Background: an optimization exercise with open tools, aiming at small area, a short achievable clock period and few clock cycles. Do not read the settings as production practice.
Where RTL was checked, it was by simulation tests only, not by an equivalence proof against the original.
Function not checked in runs 3 to 5: the RTL went through the layout flow alone.
Power is estimated from default activity; no workload was simulated.

===== design/flow/flow/run.sh =====
#!/bin/bash
# The standard layout, with the ports buffered by the smallest buffer cell.
set -euo pipefail
bash standard.sh "BUFFER_PORTS_ARGS=-buffer_cell sky130_fd_sc_hd__buf_1" finish > standard_flow.log 2>&1

===== design/flow/constraint.sdc =====
create_clock -name core_clock -period 6.0 [get_ports {clk}]
set_input_delay 1.2000 -clock core_clock [delete_from_list [all_inputs] [get_ports {clk}]]
set_output_delay 1.2000 -clock core_clock [all_outputs]
set_load 0.01 [all_outputs]

===== design/flow/design.v =====
module kmsig_transport (
    input              clk,
    input              rst,
    input              ev_valid,
    output             ev_ready,
    input      [2:0]   ev_type,
    input      [7:0]   ev_data,
    output reg         ans_valid,
    output reg [1:0]   ans_code,
    output reg [7:0]   ans_byte,
    input              init,
    input      [6:0]   init_addr,
    input              dis,
    input              ui_we,
    input      [1:0]   ui_wave,
    input      [63:0]  ui_freq,
    input      [1:0]   chg_clr,
    output             idle,
    output     [1:0]   wave,
    output     [63:0]  freq,
    output     [135:0] str0,
    output     [135:0] str1,
    output     [1:0]   chg
);
    localparam EV_ADDRW  = 3'd0;
    localparam EV_ADDRR  = 3'd1;
    localparam EV_RXBYTE = 3'd2;
    localparam EV_TXBYTE = 3'd3;
    localparam EV_TERM   = 3'd4;
    localparam EV_BUSERR = 3'd5;
    localparam ANS_NONE = 2'd0;
    localparam ANS_ACK  = 2'd1;
    localparam ANS_NACK = 2'd2;
    localparam ANS_OUT  = 2'd3;
    localparam BS_IDLE = 2'd0;
    localparam BS_RX   = 2'd1;
    localparam BS_TX   = 2'd2;
    localparam [33:0] FMAX  = 34'd12500000000;
    localparam [27:0] RMAX  = 28'd134408602;       
    reg        armed;
    reg [6:0]  slave_addr;
    reg [1:0]  bus_state;
    reg [7:0]  rxbuf [0:7];
    reg [3:0]  rxlen;
    reg [7:0]  txbuf [0:3];
    reg        tx4;           
    reg [2:0]  txidx;
    reg [30:0] resp;          
    reg        resp_valid;    
    reg        pend1;         
    reg        busy;          
    reg [2:0]  div_cnt;
    reg        div_cy;        
    reg [2:0]  div_sel;       
    reg        div_c;         
    reg [6:0]  div_rem;
    reg [3:0]  div_a;         
    reg [6:0]  div_b;         
    reg [27:0] fr;            
    reg [3:0]  m_cnt;         
    reg [6:0]  m_carry;
    reg [1:0]  wave_r;
    reg [63:0] freq_r;
    reg [6:0]  s0 [0:14];     
    reg [6:0]  s1 [0:14];
    reg [1:0]  chg_r;
    wire in_rx   = (bus_state == BS_RX);
    wire in_tx   = (bus_state == BS_TX);
    wire [1:0] rx_words = (rxlen[1:0] == 2'd0) ? rxlen[3:2] : 2'd0;
    wire rx_has_words = in_rx && (rx_words != 2'd0);
    assign ev_ready = !(busy && rx_has_words);
    wire accept  = ev_valid && ev_ready;
    wire is_addr = (ev_type == EV_ADDRW) || (ev_type == EV_ADDRR);
    wire ends_rx = (ev_type == EV_TERM) || is_addr;
    wire deliver = accept && ends_rx && rx_has_words;
    wire addr_match = armed && (ev_data[6:0] == slave_addr);
    wire [31:0] word0 = {rxbuf[0], rxbuf[1], rxbuf[2], rxbuf[3]};
    wire [31:0] word1 = {rxbuf[4], rxbuf[5], rxbuf[6], rxbuf[7]};
    wire        exec  = deliver || pend1;
    wire [31:0] w     = pend1 ? word1 : word0;
    wire [2:0]  tag   = w[31:29];
    wire        x_wave = exec && (tag == 3'd0);
    wire        x_freq = exec && (tag == 3'd1);
    wire        x_qry  = exec && (tag == 3'd5);
    wire        x_str  = exec && (tag == 3'd7) && (w[23:21] <= 3'd4);
    wire        sel    = w[25];
    wire [2:0]  slot   = w[23:21];
    function [1:0] enc_wave(input [1:0] idx);
        case (idx)
            2'd0:    enc_wave = 2'b10;    
            2'd1:    enc_wave = 2'b11;    
            2'd2:    enc_wave = 2'b01;    
            default: enc_wave = 2'b00;    
        endcase
    endfunction
    wire [27:0] fr_cmd = (w[28:0] > {1'b0, RMAX}) ? RMAX : w[27:0];
    wire        f_sat = (|freq_r[63:34]) || (freq_r[33:0] > FMAX);
    wire [9:0]  n_x = ({10{div_sel[2]}} & freq_r[29:20]) |
                      ({10{div_sel[1]}} & freq_r[19:10]) |
                      ({10{div_sel[0]}} & freq_r[9:0]);     
    reg  [3:0]  n_a;                     
    reg  [6:0]  n_m;                     
    always @(*) begin
        if      (n_x >= 10'd1023) begin n_a = 4'd11; n_m = 7'd127; end
        else if (n_x >= 10'd930)  begin n_a = 4'd10; n_m = 7'd34;  end
        else if (n_x >= 10'd837)  begin n_a = 4'd9;  n_m = 7'd69;  end
        else if (n_x >= 10'd744)  begin n_a = 4'd8;  n_m = 7'd104; end
        else if (n_x >= 10'd651)  begin n_a = 4'd7;  n_m = 7'd11;  end
        else if (n_x >= 10'd558)  begin n_a = 4'd6;  n_m = 7'd46;  end
        else if (n_x >= 10'd465)  begin n_a = 4'd5;  n_m = 7'd81;  end
        else if (n_x >= 10'd372)  begin n_a = 4'd4;  n_m = 7'd116; end
        else if (n_x >= 10'd279)  begin n_a = 4'd3;  n_m = 7'd23;  end
        else if (n_x >= 10'd186)  begin n_a = 4'd2;  n_m = 7'd58;  end
        else if (n_x >= 10'd93)   begin n_a = 4'd1;  n_m = 7'd93;  end
        else                      begin n_a = 4'd0;  n_m = 7'd0;   end
    end
    wire [6:0]  n_b = n_x[6:0] - n_m;    
    wire        d_last = (div_cnt == 3'd3);
    wire        d_fix  = (div_cnt == 3'd4);
    wire [7:0]  d_s  = {1'b0, div_rem} + {1'b0, div_b};        
    wire [8:0]  d_s46 = {1'b0, d_s} + 9'd46;                    
    wire        d_c1 = d_last ? (d_s46 >= 9'd93) : (d_s >= 8'd93);
    wire        d_c2 = d_last && (d_s46 >= 9'd186);
    wire [6:0]  d_rem = d_s[6:0] - (d_c1 ? 7'd93 : 7'd0);
    localparam [127:0] RT0 = 128'h000000000aaaaaaaaaaaaaaaaaaaaaaa;
    localparam [127:0] RT1 = 128'h00000000066666666666666666666666;
    localparam [127:0] RT2 = 128'h0000000014b4b4b4b4b4b4b4b4b4b4b4;
    localparam [127:0] RT3 = 128'h000000000d926d926d926d926d926d92;
    localparam [127:0] RT4 = 128'h0000000016db4924b6db4924b6db4924;
    localparam [127:0] RT5 = 128'h0000000018e38e38c71c71c738e38e38;
    localparam [127:0] RT6 = 128'h000000001f03f03f07e07e07c0fc0fc0;
    localparam [127:0] RT7 = 128'h000000001ffc003ff8007ff800fff000;
    localparam [127:0] RT8 = 128'h000000001fffffc000007fffff000000;
    localparam [127:0] RT9 = 128'h000000001fffffffffff800000000000;
    wire [9:0]  d_r11 = {RT9[div_rem], RT8[div_rem], RT7[div_rem], RT6[div_rem], RT5[div_rem], RT4[div_rem], RT3[div_rem], RT2[div_rem], RT1[div_rem], RT0[div_rem]};
    wire [9:0]  d_p   = d_r11 + {6'd0, div_a};
    wire [9:0]  fr_lo = fr[9:0] + {9'd0, div_c};
    wire [27:0] fr_fx = fr + {26'd0, div_cy, div_c & !div_cy};
    wire [3:0]  m_dig = freq_r[3:0];
    localparam [15:0] MT0 = 16'haaaa;
    localparam [15:0] MT1 = 16'hcccc;
    localparam [15:0] MT2 = 16'h5a5a;
    localparam [15:0] MT3 = 16'h39c6;
    localparam [15:0] MT4 = 16'hf83e;
    localparam [15:0] MT5 = 16'had54;
    localparam [15:0] MT6 = 16'h9b32;
    localparam [15:0] MT7 = 16'h2da4;
    localparam [15:0] MT8 = 16'hce38;
    localparam [15:0] MT9 = 16'h0fc0;
    localparam [15:0] MT10 = 16'hf000;
    wire [10:0] m_tab = {MT10[m_dig], MT9[m_dig], MT8[m_dig], MT7[m_dig], MT6[m_dig], MT5[m_dig], MT4[m_dig], MT3[m_dig], MT2[m_dig], MT1[m_dig], MT0[m_dig]};
    wire [10:0] m_sum = m_tab + {4'd0, m_carry};
    always @(posedge clk) begin
        if (rst) begin
            armed      <= 1'b0;
            bus_state  <= BS_IDLE;
            resp_valid <= 1'b0;
            ans_valid  <= 1'b0;
            pend1      <= 1'b0;
            busy       <= 1'b1;       
            div_cnt    <= 3'd0;
            m_cnt      <= 4'd0;
        end else begin
            ans_valid <= accept;
            pend1     <= deliver && (rx_words == 2'd2);
            if (accept) begin
                case (ev_type)
                    EV_ADDRW, EV_ADDRR:
                        bus_state <= !addr_match ? BS_IDLE :
                                     (ev_type == EV_ADDRW) ? BS_RX : BS_TX;
                    EV_TERM, EV_BUSERR:
                        bus_state <= BS_IDLE;
                    default: ;
                endcase
            end
            if (dis)
                armed <= 1'b0;
            if (init) begin
                armed      <= 1'b1;
                bus_state  <= BS_IDLE;
                resp_valid <= 1'b0;
            end
            if (x_qry)
                resp_valid <= 1'b1;
            if (ui_we) begin
                busy    <= 1'b1;
                div_cnt <= 3'd0;
            end else if (busy) begin
                busy    <= !d_fix;
                div_cnt <= div_cnt + 3'd1;
            end
            if (x_freq)
                m_cnt <= 4'd9;
            else if (m_cnt != 4'd0)
                m_cnt <= m_cnt - 4'd1;
        end
    end
    always @(posedge clk) begin
        if (init)
            slave_addr <= init_addr;
        if (accept) begin
            ans_code <= ANS_NONE;
            case (ev_type)
                EV_ADDRW, EV_ADDRR:
                    ans_code <= addr_match ? ANS_ACK : ANS_NACK;
                EV_RXBYTE:
                    if (in_rx)
                        ans_code <= rxlen[3] ? ANS_NACK : ANS_ACK;
                EV_TXBYTE:
                    if (in_tx)
                        ans_code <= ANS_OUT;
                default: ;
            endcase
        end
        if (accept && ev_type == EV_ADDRW)
            rxlen <= 4'd0;
        if (accept && ev_type == EV_RXBYTE && in_rx && !rxlen[3]) begin
            rxbuf[rxlen[2:0]] <= ev_data;
            rxlen <= rxlen + 4'd1;
        end
        if (accept && ev_type == EV_ADDRR && addr_match) begin
            txbuf[0] <= resp_valid ? resp[7:0] : 8'h00;
            txbuf[1] <= resp[15:8];
            txbuf[2] <= resp[23:16];
            txbuf[3] <= {1'b0, resp[30:24]};
            tx4      <= resp_valid;
            txidx    <= 3'd0;
        end
        if (accept && ev_type == EV_TXBYTE && in_tx) begin
            if (txidx == 3'd0 || (tx4 && !txidx[2])) begin
                ans_byte <= txbuf[txidx[1:0]];
                txidx    <= txidx + 3'd1;
            end else begin
                ans_byte <= 8'hFF;
            end
        end
        if (x_qry)
            resp <= {enc_wave(wave_r), 1'b0, fr};
        if (rst || ui_we)
            div_sel <= 3'b100;
        else if (busy)
            div_sel <= {1'b0, div_sel[2:1]};
        if (busy) begin
            div_a   <= n_a;
            div_b   <= n_b;
            div_rem <= (div_cnt == 3'd0) ? {3'd0, freq_r[33:30]} : d_rem;
            div_c   <= d_c1 && (div_cnt != 3'd0);
            div_cy  <= d_c2;
            if (d_fix)
                fr  <= f_sat ? RMAX : fr_fx;
            else if (div_cnt != 3'd0)
                fr  <= {fr[17:10], fr_lo, d_p};
        end
        if (x_freq)
            fr <= fr_cmd;
        if (x_freq)
            m_carry <= 7'd0;
        else
            m_carry <= m_sum[10:4];
    end
    always @(posedge clk) begin
        if (rst) begin
            wave_r <= 2'd3;
            freq_r <= 64'd0;
            chg_r  <= 2'b00;
        end else begin
            if (x_wave)
                wave_r <= {w[5] | w[2], w[4] | w[1]};
            if (x_freq)
                freq_r <= {35'd0, w[28:0]};
            else if (m_cnt != 4'd0)
                freq_r[35:0] <= {m_sum[3:0], freq_r[35:4]};
            if (ui_we) begin
                wave_r <= ui_wave;
                freq_r <= ui_freq;
            end
            chg_r <= (chg_r | ({1'b0, x_str} << sel)) & ~chg_clr;
        end
    end
    genvar g;
    generate
        for (g = 0; g < 15; g = g + 1) begin : g_str
            localparam [2:0] SL = g / 3;
            localparam       FI = g % 3;
            wire [6:0] fld = (FI == 0) ? w[20:14] : (FI == 1) ? w[13:7] : w[6:0];
            wire hit  = x_str && (slot == SL);
            wire hitz = x_str && (FI == 0) && (g > 0) && (slot == SL - 3'd1);
            always @(posedge clk) begin
                if (rst) begin
                    s0[g] <= 7'd0;
                    s1[g] <= 7'd0;
                end else begin
                    if ((hit || hitz) && !sel) s0[g] <= hit ? fld : 7'd0;
                    if ((hit || hitz) &&  sel) s1[g] <= hit ? fld : 7'd0;
                end
            end
            assign str0[8*g +: 8] = {1'b0, s0[g]};
            assign str1[8*g +: 8] = {1'b0, s1[g]};
        end
    endgenerate
    assign str0[135:120] = 16'd0;
    assign str1[135:120] = 16'd0;
    assign idle = !pend1 && !busy && (m_cnt == 4'd0);
    assign wave = wave_r;
    assign freq = freq_r;
    assign chg  = chg_r;
endmodule

===== design/flow/standard.sh =====
#!/bin/bash
# synth_recipe.tcl (not shown) runs the flow's synth.tcl, then flattens the netlist and writes it again
# the make line also repeats each setting of config.mk as NAME=value (left out here)
make -C /OpenROAD-flow-scripts/flow DESIGN_CONFIG=/design/flow/config.mk WORK_HOME=/design/flow/orfs CLKGATE_MAP_FILE= SYNTH_SCRIPT=/design/flow/synth_recipe.tcl "${@:-finish}"

===== design/flow/config.mk =====
export PLATFORM = sky130hd
export DESIGN_NAME = kmsig_transport
export DESIGN_NICKNAME = kmsig_transport
export VERILOG_FILES = /design/flow/design.v
export SDC_FILE = /design/flow/constraint.sdc
export NUM_CORES = 4
export LEC_CHECK = 0
export ABC_CLOCK_PERIOD_IN_PS = 3000
export CAP_MARGIN = 20
export CORE_MARGIN = 2
export CORE_UTILIZATION = 40
export PLACE_DENSITY = 0.6
export SETUP_SLACK_MARGIN = 2.5
export SLEW_MARGIN = 20

==> results of run 1 <==
cell usage after synthesis (5+ instances only):
library cell	count
nor2_1	368
dfxtp_1	305
a211oi_1	197
edfxtp_1	194
a21oi_1	137
clkbuf_1	128
nand2_1	117
nor3_1	93
mux2i_1	69
buf_4	66
inv_1	66
ha_1	64
xnor2_1	50
o21ai_0	44
nand3b_1	34
xor2_1	31
a22oi_1	30
and2_1	27
nand3_1	26
a31oi_1	22
o22ai_1	21
nand2b_1	18
buf_2	17
a222oi_1	16
nor4_1	16
buf_1	15
a21o_1	14
and3_1	14
nand4_1	13
nor2b_1	8
nor4b_1	7
o211ai_1	7
o31ai_1	7
o21bai_1	6
a2111oi_0	5
buf_6	5
fa_1	5
mux2_2	5
or3_1	5
path summary, 6_finish.rpt:
kind | slack, ns | cells after the start | endpoint
worst min register to register | 0.42 | 0 | txbuf[1][1]$_DFFE_PP_
worst max-delay path | 1.70 | 20 | div_rem[6]$_SDFFCE_PP0P_
worst max register to register | 1.70 | 20 | div_rem[6]$_SDFFCE_PP0P_
worst min-delay path | 0.42 | 0 | txbuf[1][1]$_DFFE_PP_
cells by family (layout without fill, tap and decap cells):
kind of cell | after synthesis | after routing | synth area share (%)
simple gates | 756 | 757 | 14.9
compound gates | 562 | 562 | 16.8
flops | 499 | 499 | 51.6
buf+inv | 297 | 694 | 6.15
xor+xnor | 82 | 82 | 3.17
mux | 76 | 76 | 3.42
fa+ha+maj | 70 | 70 | 3.94
other cells | 1 | 66 | 0.0162
layer usage:
layer / wire length [µm] / GRT usage (%)
met3: 4950 / 4.37
met5: 14 / 0
met4: 2890 / 9.45
met1: 32100 / 32.0
met2: 35900 / 39.3
through the flow:
stage	area (µm²)	instances
after detailed placement	25200	3377
after global placement	25200	3377
final	28300	3571
after floorplan	23400	2404
after CTS	27600	3511
after global routing	28300	3568
what timing repair did:
action / CTS / global route
gates cloned: 0 / 1
hold buffers: 0 / 0
gates resized for setup: 53 / 62
setup buffers: 35 / 55
pin swaps: 20 / 45
endpoints found under the hold margin: 0 / 0
endpoints found under the setup margin: 207 / 63
registers in the layout, indices dropped and copies added (netlist names), 8 cells and up:
register  count
freq_r       64
s1          105
rxbuf        64
s0          105
fr           28
resp         30
txbuf        30
ans_byte      8
power breakdown:
| group | internal, mW | total (mW) | switching (mW) |
|---|---|---|---|
| Combinational | 2.29 | 4.91 | 2.62 |
| Clock | 2.04 | 3.47 | 1.42 |
| Sequential | 3.82 | 4.13 | 0.304 |
critical path: stages, from the launching register on:
cell       delay (ns)
edfxtp_1         0.36
ha_2             0.19
inv_2            0.04
fa_2             0.37
buf_6            0.14
xor2_4           0.28
ha_4             0.22
nand2_2          0.08
nor2_2           0.18
o22a_1           0.19
o32ai_2          0.12
a2111oi_4        0.39
nor2_4           0.10
buf_6            0.14
buf_4            0.13
ha_1             0.34
a21oi_1          0.16
nand2_1          0.08
xor2_1           0.18
o211ai_1         0.12
a21bo_1          0.23
area by class of cell:
type / instances / area [µm²]
antenna: 4 / 10.0
clock buffer: 76 / 1600
clock inverter: 23 / 264
fill: 5342 / 29200
inverter: 66 / 259
multi-input combinational: 1609 / 10600
sequential: 499 / 12000
tap: 765 / 957
timing repair buffer: 529 / 2640
==> results.sh, run 1 <==
export IMPL_cp_data_required_time_ns=6.34
export IMPL_final_setup_viol_count=0
export IMPL_cts_tree="built"
export IMPL_drt_iter0_markers=1745
export IMPL_synth_top_area_share_pct=26.4
export IMPL_clock_latency_ns=0.62
export IMPL_grt_max_degree=196
export IMPL_synthTopCellsByArea="dfxtp_1, edfxtp_1, a211oi_1"
export IMPL_syn2layout_area_growth_pct=22.4
export IMPL_worstReg2RegStart="div_rem[0]$_DFFE_PP_"
export IMPL_ant_nets=0
export IMPL_cts_root_buf="clkbuf_16"
export IMPL_worst_pin_slew_ns=0.948
export IMPL_remaining_drc_errors=0
export IMPL_max_freq_mhz=232
export IMPL_cp_start_kind="flip-flop"
export IMPL_pwr_density_cell_mw_per_mm2=442
export IMPL_die_w_um=244
export IMPL_grt_pass1_wl_mm=111
export IMPL_grt_util_all_layers_pct=24.2
export IMPL_synthCells=2343
export IMPL_slew_viol_final=0
export IMPL_yosysWarnings=4
export IMPL_end_kind="flip-flop"
export IMPL_cts_buffers_inserted=53
export IMPL_tns_ns=0
export IMPL_hold_start="resp[9]$_DFFE_PP_"
export IMPL_cp_startpoint="div_rem[0]$_DFFE_PP_"
export IMPL_grt_pass1_vias=18092
export IMPL_die_h_um=244
export IMPL_async_flop_share_pct=0
export IMPL_period_minus_slack_ns=4.30
export IMPL_netlist_top_cell_by_area="dfxtp_1"
export IMPL_fin_worst_skew_ns=0.0319
export IMPL_drive_gt1_share_pct=13.3
export IMPL_fin_ws_ns=1.70
export IMPL_synthFlopType="dfxtp_1"
export IMPL_ys_ff_latch=499
export IMPL_clk_path_buf_depth=3
export IMPL_final_common_cell="buf_1"
export IMPL_io_pins=445
export IMPL_antenna_found_initial=2
export IMPL_final_util_pct=49.2
export IMPL_criticalPathCategory="reg -> reg"
export IMPL_clkTransAtPathRegs_ns=0.06
export IMPL_fin_total_pwr_mw=12.5
export IMPL_via_per_inst=5.50
export IMPL_worstPathMaxFanout=6
export IMPL_via_count=19630
export IMPL_timing_final_crit_share_pct=71.7
export IMPL_synth_edf_count=194
export IMPL_fin_nets=2919
export IMPL_status="no timing/DRC/antenna violations"
export IMPL_postSynthAreaPerCell_um2=9.87
export IMPL_dp_slack_ns=1.31
export IMPL_whs_ns=0.421
export IMPL_dpl_hpwl_mm=52.6
export IMPL_yosysSeqAreaShare_pct=51.6
export IMPL_firstDrtPassIters=7
export IMPL_grt_ovfl_total=0
export IMPL_hold_class="reg -> reg"
export IMPL_ys_types=80
export IMPL_cts_sinks=499
export IMPL_most_common_layout_cells="buf_1, nor2_1, dfxtp_1"
export IMPL_syn_area_mm2=0.0231
export IMPL_ir_worst_vdd_v=0.000376
export IMPL_start_util_pct=40.2
export IMPL_core_area_mm2=0.0575
export IMPL_cts_max_level=2
export IMPL_arrival_ns=4.65
export IMPL_p_leak_nw=10.1
export IMPL_grt_setup_unrepaired="true"
export IMPL_wl_per_cell_um=21.2
export IMPL_io_buffers=382
export IMPL_hold_viol=0
export IMPL_slew_headroom_pct=35.4
export IMPL_routed_wl_mm=75.9
export IMPL_max_cap_violations=0
export IMPL_rows=88
export IMPL_die_area_mm2=0.0598
export IMPL_place_gp_congestion=0.916
Testbench counts, summed over its fixed seeds: cycles 13,673.
==> inputs of run 2 (changes only) <==
==> design/flow/config.mk (replaced) <==
export PLATFORM = sky130hd
export DESIGN_NAME = kmsig_transport
export DESIGN_NICKNAME = kmsig_transport
export VERILOG_FILES = /design/flow/design.v
export SDC_FILE = /design/flow/constraint.sdc
export NUM_CORES = 4
export LEC_CHECK = 0
export ABC_CLOCK_PERIOD_IN_PS = 2000
export CAP_MARGIN = 20
export CORE_MARGIN = 2
export CORE_UTILIZATION = 40
export PLACE_DENSITY = 0.6
export SETUP_SLACK_MARGIN = 3.0
export SLEW_MARGIN = 20
==> results.sh, run 2 <==
export IMPL_status="no timing/DRC/antenna violations"
export IMPL_cts_root_buf="clkbuf_16"
export IMPL_cp_start_kind="flip-flop"
export IMPL_final_setup_viol_count=0
export IMPL_busiest_layer="met2"
export IMPL_cts_max_level=2
export IMPL_antenna_found_initial=1
export IMPL_worstPathMaxFanout=5
export IMPL_synthFlopType="dfxtp_1"
export IMPL_met1_usage_pct=33.5
export IMPL_cts_sinks=499
export IMPL_numPlacedInstances=3369
export IMPL_max_freq_mhz=235
export IMPL_postSynthAreaPerCell_um2=9.87
export IMPL_period_minus_slack_ns=4.25
export IMPL_cts_buffers_inserted=52
export IMPL_grt_max_degree=156
export IMPL_hold_viol=0
export IMPL_dp_slack_ns=1.28
export IMPL_met2_usage_pct=40.0
export IMPL_synthCells=2343
export IMPL_grt_pass1_wl_mm=115
export IMPL_hold_class="reg -> reg"
export IMPL_slew_headroom_pct=33.7
export IMPL_ant_nets=0
export IMPL_yosysMostFrequentCell="nor2_1"
export IMPL_cts_tree="built"
export IMPL_ys_types=80
export IMPL_pwr_density_cell_mw_per_mm2=438
export IMPL_io_buffers=382
export IMPL_wl_per_cell_um=21.9
export IMPL_whs_ns=0.420
export IMPL_slew_viol_final=0
export IMPL_fin_worst_skew_ns=0.0330
export IMPL_die_h_um=244
export IMPL_p_leak_nw=10.6
export IMPL_met3_usage_pct=4.13
export IMPL_synthTopCellsByArea="dfxtp_1, edfxtp_1, a211oi_1"
export IMPL_remaining_drc_errors=0
export IMPL_start_util_pct=40.2
export IMPL_worstReg2RegStart="div_rem[0]$_DFFE_PP_"
export IMPL_clock_latency_ns=0.62
export IMPL_slowest_delay_ns=0.43
export IMPL_core_area_mm2=0.0575
export IMPL_synth_common_cells="nor2_1, dfxtp_1, a211oi_1"
export IMPL_via_count=20391
export IMPL_firstDrtPassIters=8
export IMPL_synth_edf_count=194
export IMPL_syn_area_mm2=0.0231
export IMPL_routed_wl_mm=79.8
export IMPL_syn2layout_area_growth_pct=27.7
export IMPL_fin_total_pwr_mw=12.9
export IMPL_worst_pin_slew_ns=0.991
export IMPL_die_area_mm2=0.0598
export IMPL_final_cells=3641
export IMPL_rows=88
export IMPL_antenna_diode_count=0
export IMPL_place_gp_congestion=0.890
export IMPL_cp_slowest_cell="fa_2"
export IMPL_end_kind="flip-flop"
export IMPL_biggestRegsByFlops="s0 x105, s1 x105"
export IMPL_clkTransAtPathRegs_ns=0.06
export IMPL_drive_gt1_share_pct=17.9
export IMPL_grt_util_all_layers_pct=25.0
export IMPL_grt_pass1_vias=18625
export IMPL_clk_path_buf_depth=3
export IMPL_drt_iter0_markers=1877
export IMPL_max_cap_violations=0
export IMPL_grt_ovfl_total=0
export IMPL_synth_top_area_share_pct=26.4
export IMPL_dpl_hpwl_mm=51.7
export IMPL_io_pins=445
export IMPL_most_common_layout_cells="buf_1, nor2_1, dfxtp_1"
export IMPL_crit_top_cell="inv_2"
export IMPL_final_fill_count=5241
export IMPL_ir_worst_vdd_v=0.000425
export IMPL_fin_ws_ns=1.75
export IMPL_grt_setup_unrepaired="true"
export IMPL_arrival_ns=4.59
export IMPL_timing_final_crit_share_pct=70.8
export IMPL_async_flop_share_pct=0
export IMPL_ys_ff_latch=499
export IMPL_die_w_um=244
export IMPL_final_common_cell="buf_1"
export IMPL_fin_nets=2995
export IMPL_yosysWarnings=4
export IMPL_cp_data_required_time_ns=6.34
export IMPL_yosysSeqAreaShare_pct=51.6
export IMPL_cp_startpoint="div_rem[0]$_DFFE_PP_"
export IMPL_tns_ns=0
export IMPL_path_cells="ha_2 > inv_2 > fa_2 > nor2b_1 > o21ai_1 > a21boi_1 > o21a_1 > nor2_1 > xnor2_2 > o32ai_2 > a2111oi_4 > nor2_4 > inv_2 > ha_4 > ha_4 > inv_2 > a21oi_2 > o21bai_1 > a21oi_1 > nand2_1 > xor2_2 > o211ai_1 > a21bo_1"
export IMPL_netlist_top_cell_by_area="dfxtp_1"
export IMPL_criticalPathCategory="reg -> reg"
export IMPL_via_per_inst=5.60
export IMPL_hold_start="resp[9]$_DFFE_PP_"
run 2: area by class of cell:
cell class              count  area (µm²)  share of cell area, %
inverters                  66         263                  0.890
repair buffers            592        3410                   11.6
clock buffers              68        1400                   4.76
repair inverters            1        7.51                 0.0254
well taps                 765         957                   3.24
clock inverters            28         387                   1.31
flip-flops and latches    499       12000                   40.5
multi-input cells        1622       11100                   37.7
run 2: final timing paths:
check,slack (ns),depth (start not counted),end
worst max-delay path,1.75,23,div_rem[6]$_SDFFCE_PP0P_
worst min-delay path,0.42,0,txbuf[1][1]$_DFFE_PP_
worst max register to register,1.75,23,div_rem[6]$_SDFFCE_PP0P_
worst min register to register,0.42,0,txbuf[1][1]$_DFFE_PP_
run 2: what timing repair did:
action | CTS | global route
resized for setup | 120 | 98
cloned | 9 | 11
setup endpoints to repair | 292 | 300
setup buffers | 104 | 51
pin swaps | 51 | 66
hold buffers | 0 | 0
run 2: through the flow:
| stage | util (%) | area [µm²] |
|---|---|---|
| global route | 51.4 | 29500 |
| finish | 51.4 | 29500 |
| detailed placement | 44.1 | 25400 |
| CTS | 49.6 | 28500 |
| global placement | 44.1 | 25400 |
| floorplan | - | 23800 |
run 2: routing by layer:
| layer | wire length, µm | vias up | share of wire (%) |
|---|---|---|---|
| li1 | - | 9359 | - |
| met1 | 33300 | 9926 | 42 |
| met2 | 37500 | 908 | 47 |
| met3 | 5460 | 198 | 6.8 |
| met4 | 3450 | 0 | 4.3 |
| met5 | 0 | - | 0 |
run 2: power by group:
group	internal (mW)	total, mW	switching, mW
Sequential	3.82	4.11	0.295
Combinational	2.68	5.42	2.74
Clock	2.00	3.40	1.40
Total	8.50	12.9	4.44
run 2: worst max-delay path: cells and delay by family, from the launching register on:
| kind | cells | cell delay, ns |
|---|---|---|
| adder cells (fa/ha/maj) | 4 | 0.89 |
| buffers and inverters | 3 | 0.15 |
| XOR/XNOR | 2 | 0.45 |
| flip-flops | 1 | 0.36 |
| AND/OR/NAND/NOR | 4 | 0.45 |
| AO/OA/AOI/OAI | 10 | 1.70 |
run 2: kinds of logic (layout without fill, tap and decap cells):
kind of cell	after synthesis	after routing	synth area share, %
xor+xnor	82	82	3.17
compound gates	562	562	16.8
simple gates	756	770	14.9
other cells	1	62	0.0162
fa+ha+maj	70	70	3.94
mux	76	76	3.42
flops	499	499	51.6
buf+inv	297	755	6.15
==> inputs of run 3 (changes only) <==
--- a/design/flow/design.v
+++ b/design/flow/design.v
@@ -51,8 +51,6 @@
     reg        busy;          
     reg [2:0]  div_cnt;
     reg        div_cy;        
-    reg [2:0]  div_sel;       
-    reg        div_c;         
     reg [6:0]  div_rem;
     reg [3:0]  div_a;         
     reg [6:0]  div_b;         
@@ -95,9 +93,14 @@
     endfunction
     wire [27:0] fr_cmd = (w[28:0] > {1'b0, RMAX}) ? RMAX : w[27:0];
     wire        f_sat = (|freq_r[63:34]) || (freq_r[33:0] > FMAX);
-    wire [9:0]  n_x = ({10{div_sel[2]}} & freq_r[29:20]) |
-                      ({10{div_sel[1]}} & freq_r[19:10]) |
-                      ({10{div_sel[0]}} & freq_r[9:0]);     
+    reg  [9:0]  n_x;                     
+    always @(*) begin
+        case (div_cnt[1:0])
+            2'd0:    n_x = freq_r[29:20];
+            2'd1:    n_x = freq_r[19:10];
+            default: n_x = freq_r[9:0];
+        endcase
+    end
     reg  [3:0]  n_a;                     
     reg  [6:0]  n_m;                     
     always @(*) begin
@@ -133,9 +136,7 @@
     localparam [127:0] RT8 = 128'h000000001fffffc000007fffff000000;
     localparam [127:0] RT9 = 128'h000000001fffffffffff800000000000;
     wire [9:0]  d_r11 = {RT9[div_rem], RT8[div_rem], RT7[div_rem], RT6[div_rem], RT5[div_rem], RT4[div_rem], RT3[div_rem], RT2[div_rem], RT1[div_rem], RT0[div_rem]};
-    wire [9:0]  d_p   = d_r11 + {6'd0, div_a};
-    wire [9:0]  fr_lo = fr[9:0] + {9'd0, div_c};
-    wire [27:0] fr_fx = fr + {26'd0, div_cy, div_c & !div_cy};
+    wire [10:0] d_dig = {1'b0, d_r11} + {7'd0, div_a} + {9'd0, d_c2, d_c1 & !d_c2};
     wire [3:0]  m_dig = freq_r[3:0];
     localparam [15:0] MT0 = 16'haaaa;
     localparam [15:0] MT1 = 16'hcccc;
@@ -236,20 +237,15 @@
         end
         if (x_qry)
             resp <= {enc_wave(wave_r), 1'b0, fr};
-        if (rst || ui_we)
-            div_sel <= 3'b100;
-        else if (busy)
-            div_sel <= {1'b0, div_sel[2:1]};
         if (busy) begin
             div_a   <= n_a;
             div_b   <= n_b;
             div_rem <= (div_cnt == 3'd0) ? {3'd0, freq_r[33:30]} : d_rem;
-            div_c   <= d_c1 && (div_cnt != 3'd0);
-            div_cy  <= d_c2;
+            div_cy  <= d_dig[10];
             if (d_fix)
-                fr  <= f_sat ? RMAX : fr_fx;
+                fr  <= f_sat ? RMAX : {fr[27:10] + {17'd0, div_cy}, fr[9:0]};
             else if (div_cnt != 3'd0)
-                fr  <= {fr[17:10], fr_lo, d_p};
+                fr  <= {fr[17:0], d_dig[9:0]};
         end
         if (x_freq)
             fr <= fr_cmd;
==> design/flow/config.mk (replaced) <==
export PLATFORM = sky130hd
export DESIGN_NAME = kmsig_transport
export DESIGN_NICKNAME = kmsig_transport
export VERILOG_FILES = /design/flow/design.v
export SDC_FILE = /design/flow/constraint.sdc
export NUM_CORES = 4
export LEC_CHECK = 0
export ABC_CLOCK_PERIOD_IN_PS = 3000
export CAP_MARGIN = 20
export CORE_MARGIN = 2
export CORE_UTILIZATION = 40
export PLACE_DENSITY = 0.6
export SETUP_SLACK_MARGIN = 2.5
export SLEW_MARGIN = 20
==> results.sh, run 3 <==
export IMPL_status="no timing/DRC/antenna violations"
export IMPL_final_common_cell="nor2_1"
export IMPL_yosysSeqAreaShare_pct=51.4
export IMPL_multi_input_area_mm2=0.0110
export IMPL_clkTransAtPathRegs_ns=0.06
export IMPL_met2_usage_pct=38.7
export IMPL_wl_per_cell_um=21.5
export IMPL_period_minus_slack_ns=4.55
export IMPL_final_fill_count=5278
export IMPL_met1_usage_pct=31.8
export IMPL_grt_ovfl_total=0
export IMPL_syn2layout_area_growth_pct=23.1
export IMPL_netlist_top_cell_by_area="dfxtp_1"
export IMPL_grt_pass1_vias=18029
export IMPL_worst_pin_slew_ns=1.11
export IMPL_fin_worst_skew_ns=0.0249
export IMPL_slew_viol_final=0
export IMPL_fin_nets=2959
export IMPL_cp_data_required_time_ns=6.32
export IMPL_p_leak_nw=10.0
export IMPL_ys_types=86
export IMPL_postSynthAreaPerCell_um2=9.63
export IMPL_slew_headroom_pct=24.3
export IMPL_io_buffers=382
export IMPL_final_cells=3598
export IMPL_dpl_hpwl_mm=51.8
export IMPL_firstDrtPassIters=5
export IMPL_place_gp_congestion=0.886
export IMPL_synth_top_area_share_pct=26.3
export IMPL_cts_sinks=495
export IMPL_grt_setup_unrepaired="true"
export IMPL_muxShareOfSynthArea_pct=2.23
export IMPL_ant_nets=0
export IMPL_biggestRegsByFlops="s0 x105, s1 x105"
export IMPL_remaining_drc_errors=0
export IMPL_synth_edf_count=193
export IMPL_worstPathMaxFanout=4
export IMPL_ir_worst_vdd_v=0.000491
export IMPL_hold_class="reg -> reg"
export IMPL_fin_ws_ns=1.45
export IMPL_grt_max_degree=201
export IMPL_synth_top_family_by_area="compound AO/OA/AOI/OAI gates"
export IMPL_via_count=19888
export IMPL_pwr_density_cell_mw_per_mm2=473
export IMPL_via_per_inst=5.53
export IMPL_die_area_mm2=0.0595
export IMPL_max_freq_mhz=220
export IMPL_routed_wl_mm=77.5
export IMPL_cp_start_kind="flip-flop"
export IMPL_antenna_found_initial=1
export IMPL_cts_max_level=2
export IMPL_grt_pass1_wl_mm=110
export IMPL_synth_xor_area_share_pct=2.24
export IMPL_final_util_pct=50.1
export IMPL_criticalPathCategory="reg -> reg"
export IMPL_drive_gt1_share_pct=14.8
export IMPL_start_util_pct=40.7
export IMPL_most_common_layout_cells="nor2_1, buf_1, dfxtp_1"
export IMPL_synthCells=2390
export IMPL_timing_final_crit_share_pct=75.8
export IMPL_busiest_layer="met2"
export IMPL_ys_ff_latch=495
export IMPL_seq_area_mm2=0.0119
export IMPL_die_h_um=244
export IMPL_met3_usage_pct=4.54
export IMPL_drt_iter0_markers=1640
export IMPL_yosys_area_share_simple_pct=16.6
export IMPL_synth_fa_ha_area_share_pct=4.04
export IMPL_cts_root_buf="clkbuf_16"
export IMPL_synthTopCellsByArea="dfxtp_1, edfxtp_1, nor2_1"
export IMPL_tns_ns=0
export IMPL_max_cap_violations=0
export IMPL_end_kind="flip-flop"
export IMPL_numPlacedInstances=3401
export IMPL_synth_common_cells="nor2_1, dfxtp_1, edfxtp_1"
export IMPL_cts_tree="built"
export IMPL_io_pins=445
export IMPL_clock_latency_ns=0.61
export IMPL_cts_buffers_inserted=51
export IMPL_async_flop_share_pct=0
export IMPL_syn_area_mm2=0.0230
export IMPL_hold_viol=0
export IMPL_final_setup_viol_count=0
export IMPL_core_area_mm2=0.0566
export IMPL_rows=87
export IMPL_clk_path_buf_depth=3
export IMPL_synthFlopType="dfxtp_1"
export IMPL_yosysWarnings=4
export IMPL_arrival_ns=4.87
export IMPL_die_w_um=244
export IMPL_grt_util_all_layers_pct=24.1
export IMPL_dp_slack_ns=0.968
export IMPL_synth_compound_area_share_pct=17.2
export IMPL_yosysMostFrequentCell="nor2_1"
==> run 3: repair_timing <==
item / 4_1_cts / 5_1_grt
hold buffers: 0 / 0
buffers inserted: 39 / 52
resized for setup: 53 / 122
pin swaps: 26 / 67
hold endpoints to repair: 0 / 0
setup endpoints to repair: 91 / 146
gates cloned: 3 / 5
==> run 3: final cells by class <==
cell class,count,share of cell area (%)
inverters,71,1.00
well taps,756,3.34
flip-flops and latches,495,41.8
clock buffers,65,4.94
repair buffers,510,9.09
clock inverters,31,0.914
diodes,2,0.0177
multi-input cells,1668,38.9
==> run 3: final timing paths <==
kind              cells past startpoint  slack [ns]            startpoint                     to
setup / recovery                     21        1.45  div_rem[0]$_DFFE_PP_        fr[9]$_DFFE_PP_
setup reg to reg                     21        1.45  div_rem[0]$_DFFE_PP_        fr[9]$_DFFE_PP_
hold / removal                        0        0.41    resp[19]$_DFFE_PP_  txbuf[2][3]$_DFFE_PP_
hold reg to reg                       0        0.41    resp[19]$_DFFE_PP_  txbuf[2][3]$_DFFE_PP_
==> run 3: cells by family after synthesis <==
kind of cell / count (synthesis)
AO/OA/AOI/OAI: 590
flip-flops: 495
AND/OR/NAND/NOR: 831
multiplexers: 48
XOR/XNOR: 59
buffers and inverters: 295
adder cells (fa/ha/maj): 71
other: 1
==> run 3: where the power goes <==
part / internal, mW / switching [mW] / total [mW]
registers: 3.82 / 0.307 / 4.12
clock network: 1.79 / 1.38 / 3.17
logic: 2.93 / 3.20 / 6.13
total: 8.53 / 4.89 / 13.4
==> run 3: stage by stage <==
| stage | hold slack [ns] | instance area, µm² | total power [mW] |
|---|---|---|---|
| final | 0.412 | 28300 | 13.4 |
| after global routing | 0.427 | 28300 | 14.1 |
| after floorplan | 0.400 | 23500 | 7.00 |
| after global placement | 0.402 | 25100 | 7.94 |
| after detailed placement | 0.405 | 25100 | 8.05 |
| after CTS | 0.409 | 27300 | 11.8 |
==> run 3: per-layer routing <==
metal / share of wire (%) / vias to the layer above
li1: - / 9267
met1: 42 / 9643
met2: 47 / 797
met3: 6.7 / 181
met4: 4.4 / 0
met5: 0 / -
==> run 3: worst max-delay path, stage by stage, from the launching register on <==
cell      delay, ns
edfxtp_1       0.41
ha_2           0.21
fa_2           0.39
a211oi_4       0.26
nor2_1         0.08
xor2_1         0.24
buf_4          0.16
buf_6          0.10
nand2_4        0.05
nand4_1        0.09
o21ai_1        0.08
a221oi_2       0.24
buf_4          0.17
fa_1           0.45
ha_4           0.19
fa_2           0.33
a21o_1         0.19
a21oi_2        0.18
nor3b_2        0.08
nand3_1        0.13
xor2_1         0.15
o22ai_1        0.09
==> inputs of run 4 (changes only) <==
==> design/flow/run.sh (new file) <==
#!/bin/bash
# synth_recipe.tcl (not shown) runs the flow's synth.tcl, then flattens the netlist and writes it again
# the make line also repeats each setting of config.mk as NAME=value (left out here)
make -C /OpenROAD-flow-scripts/flow DESIGN_CONFIG=/design/flow/config.mk WORK_HOME=/design/flow/orfs CLKGATE_MAP_FILE= SYNTH_SCRIPT=/design/flow/synth_recipe.tcl finish
removed: design/flow/flow/run.sh
removed: design/flow/standard.sh
==> results.sh, run 4 <==
export IMPL_status="no timing/DRC/antenna violations"
export IMPL_firstDrtPassIters=5
export IMPL_core_area_mm2=0.0566
export IMPL_arrival_ns=4.91
export IMPL_cts_root_buf="clkbuf_16"
export IMPL_final_common_cell="nor2_1"
export IMPL_clkTransAtPathRegs_ns=0.07
export IMPL_most_common_layout_cells="nor2_1, clkdlybuf4s50_1, dfxtp_1"
export IMPL_syn_area_mm2=0.0230
export IMPL_die_area_mm2=0.0595
export IMPL_rows=87
export IMPL_routed_wl_mm=79.5
export IMPL_clkPwrFrac_pct=27.9
export IMPL_max_cap_violations=0
export IMPL_yosysMostFrequentCell="nor2_1"
export IMPL_final_setup_viol_count=0
export IMPL_p_int_mw=8.40
export IMPL_cp_startpoint="div_rem[5]$_SDFFCE_PP0P_"
export IMPL_muxShareOfSynthArea_pct=2.23
export IMPL_synthCells=2390
export IMPL_worst_path_stages=19
export IMPL_pwr_density_cell_mw_per_mm2=416
export IMPL_tns_ns=0
export IMPL_path_cells="ha_1 > or2_2 > o211ai_1 > nor3b_2 > buf_4 > buf_4 > nor2_1 > o21ai_0 > a221oi_2 > buf_4 > fa_2 > ha_4 > fa_2 > a21o_1 > a21oi_2 > nor3b_2 > xor2_1 > o21ai_1 > a21oi_1"
export IMPL_final_fill_count=5081
export IMPL_synth_top_area_share_pct=26.3
export IMPL_netlist_top_cell_by_area="dfxtp_1"
export IMPL_cp_slowest_cell="edfxtp_1"
export IMPL_combPwrFrac_pct=39.9
export IMPL_yosysWarnings=4
export IMPL_slowest_delay_ns=0.59
export IMPL_grt_setup_unrepaired="true"
export IMPL_grt_pass1_wl_mm=117
export IMPL_place_gp_congestion=0.868
export IMPL_hold_viol=0
export IMPL_die_w_um=244
export IMPL_p_leak_nw=11.0
export IMPL_crit_top_cell="buf_4"
export IMPL_postSynthAreaPerCell_um2=9.63
export IMPL_synthFlopType="dfxtp_1"
export IMPL_synth_fa_ha_area_share_pct=4.04
export IMPL_p_sw_mw=4.42
export IMPL_criticalPathCategory="reg -> reg"
export IMPL_synth_xor_area_share_pct=2.24
export IMPL_whs_ns=0.419
export IMPL_syn2layout_area_growth_pct=33.7
export IMPL_wl_per_cell_um=22.1
export IMPL_clk_path_buf_depth=3
export IMPL_fin_worst_skew_ns=0.0350
export IMPL_yosys_area_share_simple_pct=16.6
export IMPL_fin_nets=2959
export IMPL_via_per_inst=5.47
export IMPL_slew_viol_final=0
export IMPL_die_h_um=244
export IMPL_ys_types=86
export IMPL_cts_max_level=2
export IMPL_drt_iter0_markers=1682
export IMPL_cts_sinks=495
export IMPL_synth_compound_area_share_pct=17.2
export IMPL_dp_slack_ns=1.10
export IMPL_grt_util_all_layers_pct=25.4
export IMPL_timing_final_crit_share_pct=76.6
export IMPL_grt_max_degree=180
export IMPL_async_flop_share_pct=0
export IMPL_worstReg2RegStart="div_rem[5]$_SDFFCE_PP0P_"
export IMPL_fin_ws_ns=1.40
export IMPL_period_minus_slack_ns=4.60
export IMPL_start_util_pct=40.7
export IMPL_ant_nets=0
export IMPL_path_delay_family="adder cells"
export IMPL_sw_frac_of_total_pct=34.5
export IMPL_remaining_drc_errors=0
export IMPL_synth_common_cells="nor2_1, dfxtp_1, edfxtp_1"
export IMPL_io_pins=445
export IMPL_end_kind="flip-flop"
export IMPL_drive_gt1_share_pct=14.3
export IMPL_dpl_hpwl_mm=53.5
export IMPL_rr_endpoint="fr[7]$_DFFE_PP_"
export IMPL_max_freq_mhz=218
export IMPL_via_count=19681
export IMPL_ir_worst_vdd_v=0.000507
export IMPL_cp_data_required_time_ns=6.32
export IMPL_r2r_cells=19
export IMPL_grt_pass1_vias=18626
export IMPL_clock_latency_ns=0.63
export IMPL_reg2reg_slack_ns=1.40
export IMPL_ys_ff_latch=495
export IMPL_cts_tree="built"
export IMPL_worst_pin_slew_ns=1.32
export IMPL_crit_path_end="fr[7]$_DFFE_PP_"
export IMPL_io_buffers=382
export IMPL_synth_edf_count=193
export IMPL_cp_start_kind="flip-flop"
export IMPL_yosysSeqAreaShare_pct=51.4
export IMPL_grt_ovfl_total=0
export IMPL_cp_buffers_inverters=3
export IMPL_synthTopCellsByArea="dfxtp_1, edfxtp_1, nor2_1"
export IMPL_antenna_found_initial=2
export IMPL_synth_top_family_by_area="compound AO/OA/AOI/OAI gates"
export IMPL_hold_class="reg -> reg"
export IMPL_cts_buffers_inserted=54
export IMPL_biggestRegsByFlops="s0 x105, s1 x105"
export IMPL_hold_buffers=0
export IMPL_slew_headroom_pct=10.3
export IMPL_p_seq_share_pct=32.2
export IMPL_worstPathMaxFanout=13
==> run 4: cell counts after synthesis <==
No cell type changed its count.
==> run 4: final cells by class <==
type                    instances  area [µm²]  share of cell area (%)
flip-flops and latches        495       11900                    38.5
multi-input cells            1669       10900                    35.3
repair buffers                506        4920                    16.0
clock buffers                  66        1480                    4.80
well taps                     756         946                    3.07
clock inverters                34         449                    1.46
inverters                      71         278                   0.902
diodes                          2        5.00                  0.0163
==> run 4: cells by family after synthesis <==
group                    after synthesis
AND/OR/NAND/NOR                      831
AO/OA/AOI/OAI                        590
flip-flops                           495
buffers and inverters                295
adder cells (fa/ha/maj)               71
XOR/XNOR                              59
multiplexers                          48
other                                  1
==> run 4: worst min path at each step <==
stage | end | depth (start not counted) | start
2_1_floorplan | txbuf[1][0]$_DFFE_PP_ | 0 | resp[8]$_DFFE_PP_
3_3_place_gp | txbuf[1][1]$_DFFE_PP_ | 0 | resp[9]$_DFFE_PP_
3_5_place_dp | txbuf[1][0]$_DFFE_PP_ | 0 | resp[8]$_DFFE_PP_
4_1_cts | txbuf[1][0]$_DFFE_PP_ | 0 | resp[8]$_DFFE_PP_
5_1_grt | txbuf[1][0]$_DFFE_PP_ | 0 | resp[8]$_DFFE_PP_
6_report | txbuf[2][5]$_DFFE_PP_ | 0 | resp[21]$_DFFE_PP_
==> run 4: per-stage QoR <==
| stage | total power, mW | util, % | cells | instance area, µm² |
|---|---|---|---|---|
| final | 12.8 | 54.4 | 3599 | 30800 |
| after global routing | 13.5 | 54.4 | 3599 | 30800 |
| after CTS | 12.2 | 53.2 | 3552 | 30100 |
| after detailed placement | 8.14 | 48.6 | 3397 | 27500 |
| after global placement | 8.08 | 48.6 | 3397 | 27500 |
| after floorplan | 7.00 | - | 2451 | 23500 |
==> run 4: power groups by stage <==
| stage | Clock (mW) | Sequential, mW | Combinational (mW) |
|---|---|---|---|
| final | 3.58 | 4.13 | 5.11 |
| after global routing | 3.77 | 4.15 | 5.59 |
| after CTS | 3.64 | 4.12 | 4.45 |
| after detailed placement | 0 | 4.21 | 3.93 |
| after global placement | 0 | 4.20 | 3.88 |
| after floorplan | 0 | 4.08 | 2.92 |
==> run 4: worst reg2reg max path: cells and delay by family, from the launching register on <==
kind            cells  cell delay [ns]
fa+ha+maj           4             1.42
compound gates      7             1.08
flops               1             0.59
simple gates        4             0.55
buf+inv             3             0.49
xor+xnor            1             0.17
==> run 4: timing repair <==
item                       4_1_cts  5_1_grt
buffers inserted                52       39
setup endpoints to repair      234      148
pin swaps                       25       51
gates cloned                     3        6
gates resized for setup         63       66
==> run 4: layer usage <==
layer  vias up  track usage (%)  share of wire [%]  routed length, µm
met4         0             7.64                2.8               2240
met1      9587             33.9                 42              33800
li1       9288                -                  -                  -
met5         -                0                  0                  0
met2       668             42.5                 49              38600
met3       138             3.99                6.2               4910
==> inputs of run 5 (changes only) <==
--- a/design/flow/design.v
+++ b/design/flow/design.v
@@ -49,8 +49,7 @@
     reg        resp_valid;    
     reg        pend1;         
     reg        busy;          
-    reg [2:0]  div_cnt;
-    reg        div_cy;        
+    reg [1:0]  div_cnt;
     reg [6:0]  div_rem;
     reg [3:0]  div_a;         
     reg [6:0]  div_b;         
@@ -95,7 +94,7 @@
     wire        f_sat = (|freq_r[63:34]) || (freq_r[33:0] > FMAX);
     reg  [9:0]  n_x;                     
     always @(*) begin
-        case (div_cnt[1:0])
+        case (div_cnt)
             2'd0:    n_x = freq_r[29:20];
             2'd1:    n_x = freq_r[19:10];
             default: n_x = freq_r[9:0];
@@ -118,8 +117,7 @@
         else                      begin n_a = 4'd0;  n_m = 7'd0;   end
     end
     wire [6:0]  n_b = n_x[6:0] - n_m;    
-    wire        d_last = (div_cnt == 3'd3);
-    wire        d_fix  = (div_cnt == 3'd4);
+    wire        d_last = (div_cnt == 2'd3);
     wire [7:0]  d_s  = {1'b0, div_rem} + {1'b0, div_b};        
     wire [8:0]  d_s46 = {1'b0, d_s} + 9'd46;                    
     wire        d_c1 = d_last ? (d_s46 >= 9'd93) : (d_s >= 8'd93);
@@ -159,7 +157,7 @@
             ans_valid  <= 1'b0;
             pend1      <= 1'b0;
             busy       <= 1'b1;       
-            div_cnt    <= 3'd0;
+            div_cnt    <= 2'd0;
             m_cnt      <= 4'd0;
         end else begin
             ans_valid <= accept;
@@ -185,10 +183,10 @@
                 resp_valid <= 1'b1;
             if (ui_we) begin
                 busy    <= 1'b1;
-                div_cnt <= 3'd0;
+                div_cnt <= 2'd0;
             end else if (busy) begin
-                busy    <= !d_fix;
-                div_cnt <= div_cnt + 3'd1;
+                busy    <= !d_last;
+                div_cnt <= div_cnt + 2'd1;
             end
             if (x_freq)
                 m_cnt <= 4'd9;
@@ -240,11 +238,10 @@
         if (busy) begin
             div_a   <= n_a;
             div_b   <= n_b;
-            div_rem <= (div_cnt == 3'd0) ? {3'd0, freq_r[33:30]} : d_rem;
-            div_cy  <= d_dig[10];
-            if (d_fix)
-                fr  <= f_sat ? RMAX : {fr[27:10] + {17'd0, div_cy}, fr[9:0]};
-            else if (div_cnt != 3'd0)
+            div_rem <= (div_cnt == 2'd0) ? {3'd0, freq_r[33:30]} : d_rem;
+            if (d_last)
+                fr  <= f_sat ? RMAX : {fr[17:0] + {17'd0, d_dig[10]}, d_dig[9:0]};
+            else if (div_cnt != 2'd0)
                 fr  <= {fr[17:0], d_dig[9:0]};
         end
         if (x_freq)
==> results.sh, run 5 <==
export IMPL_synthTopCellsByArea="dfxtp_1, edfxtp_1, a211oi_1"
export IMPL_synthCells=2299
export IMPL_hold_buffers=0
export IMPL_worstPathMaxFanout=4
export IMPL_clkPwrFrac_pct=24.0
export IMPL_ys_types=87
export IMPL_rows=87
export IMPL_slew_headroom_pct=23.3
export IMPL_r2r_cells=23
export IMPL_core_area_mm2=0.0564
export IMPL_worstReg2RegStart="div_rem[0]$_DFFE_PP_"
export IMPL_synthFlopType="dfxtp_1"
export IMPL_syn_area_mm2=0.0228
export IMPL_grt_max_degree=154
export IMPL_synth_top_area_share_pct=26.4
export IMPL_timing_final_crit_share_pct=88.5
export IMPL_cp_start_kind="flip-flop"
export IMPL_place_gp_congestion=0.860
export IMPL_end_kind="flip-flop"
export IMPL_via_per_inst=5.42
export IMPL_biggestRegsByFlops="s0 x105, s1 x105"
export IMPL_die_h_um=243
export IMPL_reg2reg_slack_ns=0.69
export IMPL_dpl_hpwl_mm=53.9
export IMPL_final_setup_viol_count=0
export IMPL_slew_viol_final=0
export IMPL_grt_setup_unrepaired="true"
export IMPL_drive_gt1_share_pct=16.4
export IMPL_cp_data_required_time_ns=6.35
export IMPL_cts_sinks=493
export IMPL_hold_class="reg -> reg"
export IMPL_netlist_top_cell_by_area="dfxtp_1"
export IMPL_rr_endpoint="fr[11]$_DFFE_PP_"
export IMPL_combPwrFrac_pct=45.9
export IMPL_postSynthAreaPerCell_um2=9.94
export IMPL_grt_pass1_vias=18236
export IMPL_ys_ff_latch=493
export IMPL_drt_iter0_markers=1603
export IMPL_wl_per_cell_um=22.4
export IMPL_hold_viol=0
export IMPL_cts_max_level=2
export IMPL_max_freq_mhz=188
export IMPL_io_buffers=382
export IMPL_yosysMostFrequentCell="nor2_1"
export IMPL_antenna_found_initial=4
export IMPL_fin_total_pwr_mw=13.7
export IMPL_ant_nets=0
export IMPL_cp_slowest_cell="fa_2"
export IMPL_synth_common_cells="nor2_1, dfxtp_1, a211oi_1"
export IMPL_p_leak_nw=10.8
export IMPL_routed_wl_mm=78.8
export IMPL_syn2layout_area_growth_pct=34.5
export IMPL_remaining_drc_errors=0
export IMPL_io_pins=445
export IMPL_arrival_ns=5.67
export IMPL_fin_nets=2871
export IMPL_clock_latency_ns=0.60
export IMPL_p_int_mw=8.91
export IMPL_status="no timing/DRC/antenna violations"
export IMPL_yosysWarnings=4
export IMPL_ir_worst_vdd_v=0.000670
export IMPL_criticalPathCategory="reg -> reg"
export IMPL_pwr_density_cell_mw_per_mm2=447
export IMPL_async_flop_share_pct=0
export IMPL_path_cells="ha_2 > buf_4 > buf_4 > a211oi_2 > o21ba_2 > nor2_1 > o31ai_4 > buf_4 > mux2i_4 > a2111oi_4 > fa_2 > ha_4 > a21o_1 > a21oi_2 > nor2b_2 > o21ai_2 > nor4_2 > buf_4 > buf_4 > ha_2 > ha_2 > mux2_2 > o22a_1"
export IMPL_start_util_pct=40.5
export IMPL_cts_root_buf="clkbuf_16"
export IMPL_period_minus_slack_ns=5.31
export IMPL_firstDrtPassIters=5
export IMPL_final_common_cell="clkdlybuf4s50_1"
export IMPL_final_fill_count=4939
export IMPL_most_common_layout_cells="clkdlybuf4s50_1, nor2_1, dfxtp_1"
export IMPL_die_w_um=243
export IMPL_die_area_mm2=0.0590
export IMPL_slowest_delay_ns=0.53
export IMPL_cp_startpoint="div_rem[0]$_DFFE_PP_"
export IMPL_yosysSeqAreaShare_pct=51.6
export IMPL_via_count=19024
export IMPL_cts_tree="built"
export IMPL_clkTransAtPathRegs_ns=0.06
export IMPL_synth_edf_count=192
export IMPL_worst_pin_slew_ns=1.13
export IMPL_cts_buffers_inserted=52
export IMPL_tns_ns=0
export IMPL_p_sw_mw=4.81
export IMPL_p_seq_share_pct=30.1
export IMPL_grt_ovfl_total=0
export IMPL_sw_frac_of_total_pct=35.1
export IMPL_grt_util_all_layers_pct=25.6
export IMPL_crit_top_cell="buf_4"
export IMPL_dp_slack_ns=0.205
export IMPL_clk_path_buf_depth=3
export IMPL_max_cap_violations=0
export IMPL_whs_ns=0.414
export IMPL_grt_pass1_wl_mm=115
export IMPL_fin_ws_ns=0.687
export IMPL_fin_worst_skew_ns=0.00898
export IMPL_crit_path_end="fr[11]$_DFFE_PP_"
[run 5: changes by cell type after synthesis, moves of 20 or more]
cell | before | now
nor2_1 | 442 | 390
a211oi_1 | 163 | 201
nand2_1 | 126 | 88
a21oi_1 | 191 | 158
nor3b_1 | 8 | 33
a31oi_1 | 34 | 11
nor3_1 | 92 | 72
[run 5: final cells by class]
cell class              instances  area [µm²]  area share, %
flip-flops and latches        493       11800           38.4
multi-input cells            1556       10900           35.4
diodes                          4        10.0         0.0326
inverters                      83         330           1.08
repair buffers                523        5020           16.3
clock buffers                  78        1550           5.06
clock inverters                20         199          0.648
well taps                     756         946           3.08
[run 5: kinds of logic after synthesis]
family	share of synthesized area, %
xor gates and xnor gates	2.41
adders and majority gates	4.03
buffers and inverters	6.81
DFF	51.6
other	0.0164
muxes	3.01
and+or+nand+nor	14.4
AOI/OAI and AO/OA	17.7
[run 5: worst max-delay path, delay by kind of cell, from the launching register on]
| kind | cells | cell delay [ns] |
|---|---|---|
| muxes | 2 | 0.32 |
| AOI/OAI and AO/OA | 8 | 1.98 |
| buffers and inverters | 5 | 0.74 |
| DFF | 1 | 0.41 |
| and+or+nand+nor | 3 | 0.27 |
| adders and majority gates | 5 | 1.34 |
[run 5: how the worst min path moves through the flow]
stage / startpoint / depth (start not counted) / endpoint
global placement: resp[17]$_DFFE_PP_ / 0 / txbuf[2][1]$_DFFE_PP_
global route: fr[23]$_DFFE_PP_ / 0 / resp[23]$_DFFE_PP_
floorplan: fr[18]$_DFFE_PP_ / 0 / resp[18]$_DFFE_PP_
CTS: fr[23]$_DFFE_PP_ / 0 / resp[23]$_DFFE_PP_
detailed placement: fr[23]$_DFFE_PP_ / 0 / resp[23]$_DFFE_PP_
finish: fr[23]$_DFFE_PP_ / 0 / resp[23]$_DFFE_PP_
[run 5: per-layer routing]
metal | track usage [%] | wire length (µm) | vias up
met2 | 41.5 | 37400 | 634
met1 | 33.3 | 33200 | 9291
met5 | 0 | 15 | -
met4 | 8.44 | 2200 | 2
met3 | 6.38 | 5990 | 112
li1 | - | - | 8985
[run 5: stage by stage]
stage / utilization, % / std cells / cell area [µm²]
after detailed placement: 48.4 / 3316 / 27300
after floorplan: - / 2360 / 23300
after global routing: 54.5 / 3512 / 30700
after global placement: 48.3 / 3316 / 27300
after CTS: 53.7 / 3484 / 30300
final: 54.5 / 3513 / 30700
[run 5: power groups by stage]
stage               sequential, mW  clock [mW]  combinational (mW)
finish                        4.13        3.29                6.31
global route                  4.15        3.48                6.77
CTS                           4.12        3.34                5.46
detailed placement            4.18           0                3.95
global placement              4.18           0                3.93
floorplan                     4.07           0                2.82
[run 5: repair_timing]
action,4_1_cts,5_1_grt
setup endpoints to repair,274,79
gates resized for setup,146,52
gates cloned,3,0
pin swaps,69,45
setup buffers,67,25
hold endpoints to repair,0,0

port drivers added, routing unchanged:
Ports are ideal in the flow. The routed layouts listed here were re-timed in OpenROAD.
Step 1 assumes that a clkbuf_16 drives the clock port and a buf_2 every other input.
Step 2 times the ports against the registers' clock, not the clock port: input delays grow and output delays shrink by t, the midpoint of the rising clock arrivals with the driver on.
Three values: ideal ports, drivers, drivers and shift; two values: the first two.
run | shift t [ns] | slack for setup (ns) | clock arrival spread, ns | slew at the worst register clock pin (ns) | cell pins on the clock port's net
run 1 | 0.662 | 1.698 / 1.698 / 1.698 | 0.032 / 0.032 | 0.07 / 0.07 | 1
run 2 | 0.667 | 1.749 / 1.749 / 1.749 | 0.038 / 0.038 | 0.07 / 0.07 | 1
run 3 | 0.661 | 1.453 / 1.453 / 1.453 | 0.030 / 0.031 | 0.07 / 0.07 | 1
run 4 | 0.672 | 1.404 / 1.404 / 1.404 | 0.035 / 0.035 | 0.07 / 0.07 | 1
run 5 | 0.656 | 0.687 / 0.687 / 0.687 | 0.011 / 0.012 | 0.06 / 0.06 | 1
After both steps setup and hold are still met in every run listed.
